Background: an optimization exercise with open tools, aiming at small area, a short achievable clock period and few clock cycles. Do not read the settings as production practice. At most, simulation tests tie the RTL to the original design; equivalence was not proved.

lane 3:
==> flow/design.v (excerpt) <==
module str_loop (
    input  wire               clk,
    input  wire               rst,
    input  wire               cmd_valid,
    input  wire [1:0]         cmd_op,       
    output reg                busy,
    input  wire [7:0]         nsps,
    input  wire [1:0]         ted_sel,
    input  wire               idx_sel,
    input  wire signed [23:0] k1,
    input  wire signed [23:0] k2,
    input  wire [15:0]        nrx,
    input  wire [15:0]        nmf,
    input  wire [15:0]        out_cap,
    output reg                mf_rd_en,
    output reg  [15:0]        mf_addr,
    input  wire [31:0]        mf_rdata,
    output reg                out_valid,
    output wire [31:0]        out_sym,
    output wire signed [33:0] out_err,
    output wire signed [9:0]  out_tau,
    output reg                init_ok,
    output reg                stop,
    output reg  [1:0]         stop_cause,
    output reg                err_flag,
    output reg  [2:0]         err_code,
    output reg  signed [41:0] p2,
    output reg  signed [9:0]  tau,
    output reg  [15:0]        nout,
    output reg  [15:0]        clamp_tot,
    output reg  [15:0]        clamp_con
);
==> flow/config.mk <==
export PLATFORM = sky130hd
export DESIGN_NAME = str_loop
export DESIGN_NICKNAME = str_loop
export VERILOG_FILES = /design/flow/design.v
export SDC_FILE = /design/flow/constraint.sdc
export NUM_CORES = 4
export LEC_CHECK = 0
export ABC_AREA = 1
export CAP_MARGIN = 5
export CORE_MARGIN = 2
export CORE_UTILIZATION = 40
export SETUP_SLACK_MARGIN = 5
export SLEW_MARGIN = 5
==> flow/constraint.sdc <==
create_clock -name core_clock -period 13.0 [get_ports {clk}]
set_input_delay 2.6000 -clock core_clock [delete_from_list [all_inputs] [get_ports {clk}]]
set_output_delay 2.6000 -clock core_clock [all_outputs]
set_load 0.01 [all_outputs]
run.sh (not shown) runs the stock make flow with config.mk's settings and CLKGATE_MAP_FILE= SYNTH_SCRIPT=/design/flow/synth_recipe.tcl, a recipe that flattens the netlist after the stock synthesis.
Inputs modified between lane 3 and lane 2:
-- flow/design.v --
<<< lane 3, line 40
    reg [1:0]         cfg_ted;
    reg               cfg_idx;
    reg [12:0]        cfg_kl;
    reg               cfg_kc;
    reg signed [10:0] cfg_k1h, cfg_k2h;
    reg [2:0]         fe;
    reg               run_mode;
>>> lane 2, line 40
    reg [1:0]         cfg_ted;
    reg               cfg_idx;
    reg signed [24:0] cfg_k;        
    reg [2:0]         fe;
    reg               run_mode;
<<< lane 3, line 121
    booth_mac #(.NA(17), .NB(16), .W(34)) u_emac (
        .a(mul_a), .b(mul_b), .negb(mac_neg), .c(mac_ad), .y(mac));
    wire signed [13:0] k_hi   = cfg_k1h + cfg_k2h + $signed({13'd0, cfg_kc});   
    wire signed [47:0] k_ad   = v3 ? 48'sd0 : {{14{pl[46]}}, pl[46:13]};
    wire signed [47:0] kmac;
>>> lane 2, line 119
    booth_mac #(.NA(17), .NB(16), .W(34)) u_emac (
        .a(mul_a), .b(mul_b), .negb(mac_neg), .c(mac_ad), .y(mac));
    wire signed [47:0] k_ad   = v3 ? 48'sd0 : {{14{pl[46]}}, pl[46:13]};
    wire signed [47:0] kmac;
<<< lane 3, line 148
                                ((l_hi == dl_r) && ((|tm_y[19:0]) || tfl_r[0]));
    wire               commit  = (v6 && !amb) || amb_r;
    wire signed [9:0]  tfl_p1  = tfl + 10'sd1;
    wire signed [9:0]  tau_new = amb_r ? tfl_r + $signed({9'd0, up_s})
                                       : (up_f ? tfl_p1 : tfl);
    wire signed [9:0]  tau_m1  = tau - 10'sd1;
    wire               mispred = (v6 && (up_f ? (tfl != tau_m1) : (tfl != tau))) ||
>>> lane 2, line 145
                                ((l_hi == dl_r) && ((|tm_y[19:0]) || tfl_r[0]));
    wire               commit  = (v6 && !amb) || amb_r;
    wire signed [9:0]  tau_new = amb_r ? tfl_r + $signed({9'd0, up_s})
                                       : tfl + $signed({9'd0, up_f});
    wire signed [9:0]  tau_m1  = tau - 10'sd1;
    wire               mispred = (v6 && (up_f ? (tfl != tau_m1) : (tfl != tau))) ||
<<< lane 3, line 287
                default: ;
            endcase
            pend <= pend + {2'd0, fe == F_M} - {2'd0, v6};
            if (start_ok || restart) begin
                pend <= 3'd0;
>>> lane 2, line 283
                default: ;
            endcase
            pend <= pend + {2'd0, fe == F_M} - {2'd0, commit};
            if (start_ok || restart) begin
                pend <= 3'd0;
<<< lane 3, line 323
                    p2 <= t_sum[41:0];
            end
            if (v6 || amb_r)
                tau  <= tau_new;
            if (v6) begin
                nout <= inc16(nout);
                sb   <= add17(sb, {9'd0, cfg_n}, 1'b0);
>>> lane 2, line 319
                    p2 <= t_sum[41:0];
            end
            if (commit) begin
                tau  <= tau_new;
                nout <= inc16(nout);
                sb   <= add17(sb, {9'd0, cfg_n}, 1'b0);
<<< lane 3, line 359
        if (v2)
            err_r <= mac;
        k_op <= v2 ? $signed({1'b0, cfg_kl}) : k_hi;
        if (v3) begin
            pl   <= kmac[46:0];
>>> lane 2, line 354
        if (v2)
            err_r <= mac;
        k_op <= v2 ? $signed({1'b0, cfg_k[12:0]})
                   : $signed({{2{cfg_k[24]}}, cfg_k[24:13]});
        if (v3) begin
            pl   <= kmac[46:0];
<<< lane 3, line 384
            cfg_ted <= ted_sel;
            cfg_idx <= idx_sel;
            {cfg_kc, cfg_kl} <= {1'b0, k1[12:0]} + {1'b0, k2[12:0]};
            cfg_k1h <= k1[23:13];
            cfg_k2h <= k2[23:13];
        end
    end
>>> lane 2, line 380
            cfg_ted <= ted_sel;
            cfg_idx <= idx_sel;
            cfg_k   <= k1 + k2;
        end
    end
Findings:
Between lane 3 and lane 2, the cell count went down. From lane 3 to lane 2 the numbers moved as follows: length of routed met2 wiring went down 0.80%. Looking at worst setup path endpoint, the acc[30] result is from lane 3; the acc[31] one comes from lane 2. The final clock period utilization by the worst path of lane 3 and that of lane 2 are within noise of each other. Changes observed in lane 2 relative to lane 3: die area lost 0.44%; critical path depth rose about 9%. Compared with lane 3, lane 2 shows synthesized area that has gone down slightly.
Testbench counts of lane 2, summed over its fixed seeds: cycles 16,075.
For lane 3, only the layout was checked, not whether the RTL still works.

[static timing again, ports no longer ideal]
Ports are ideal in the flow. The routed layouts listed here were re-timed in OpenROAD. Step 1 assumes that a clkbuf_16 drives the clock port and a buf_2 every other input. Step 2 adds t to the input delays and takes it off the output delays; t is the mean of the earliest and latest rising clock arrival at the registers after step 1. Input paths then give back, and output paths get back, about the clock's delay inside the block. Slacks: ideal / step 1 / step 2; pairs: ideal / step 1.
run	t (ns)	setup WS [ns]	worst setup path after step 2	worst slew at a driven data input, ns
lane 3	0.795	5.423 / 5.423 / 5.423	register to register	0.10
lane 2	0.794	5.429 / 5.429 / 5.429	register to register	0.07
After both steps every run listed still meets setup and hold.
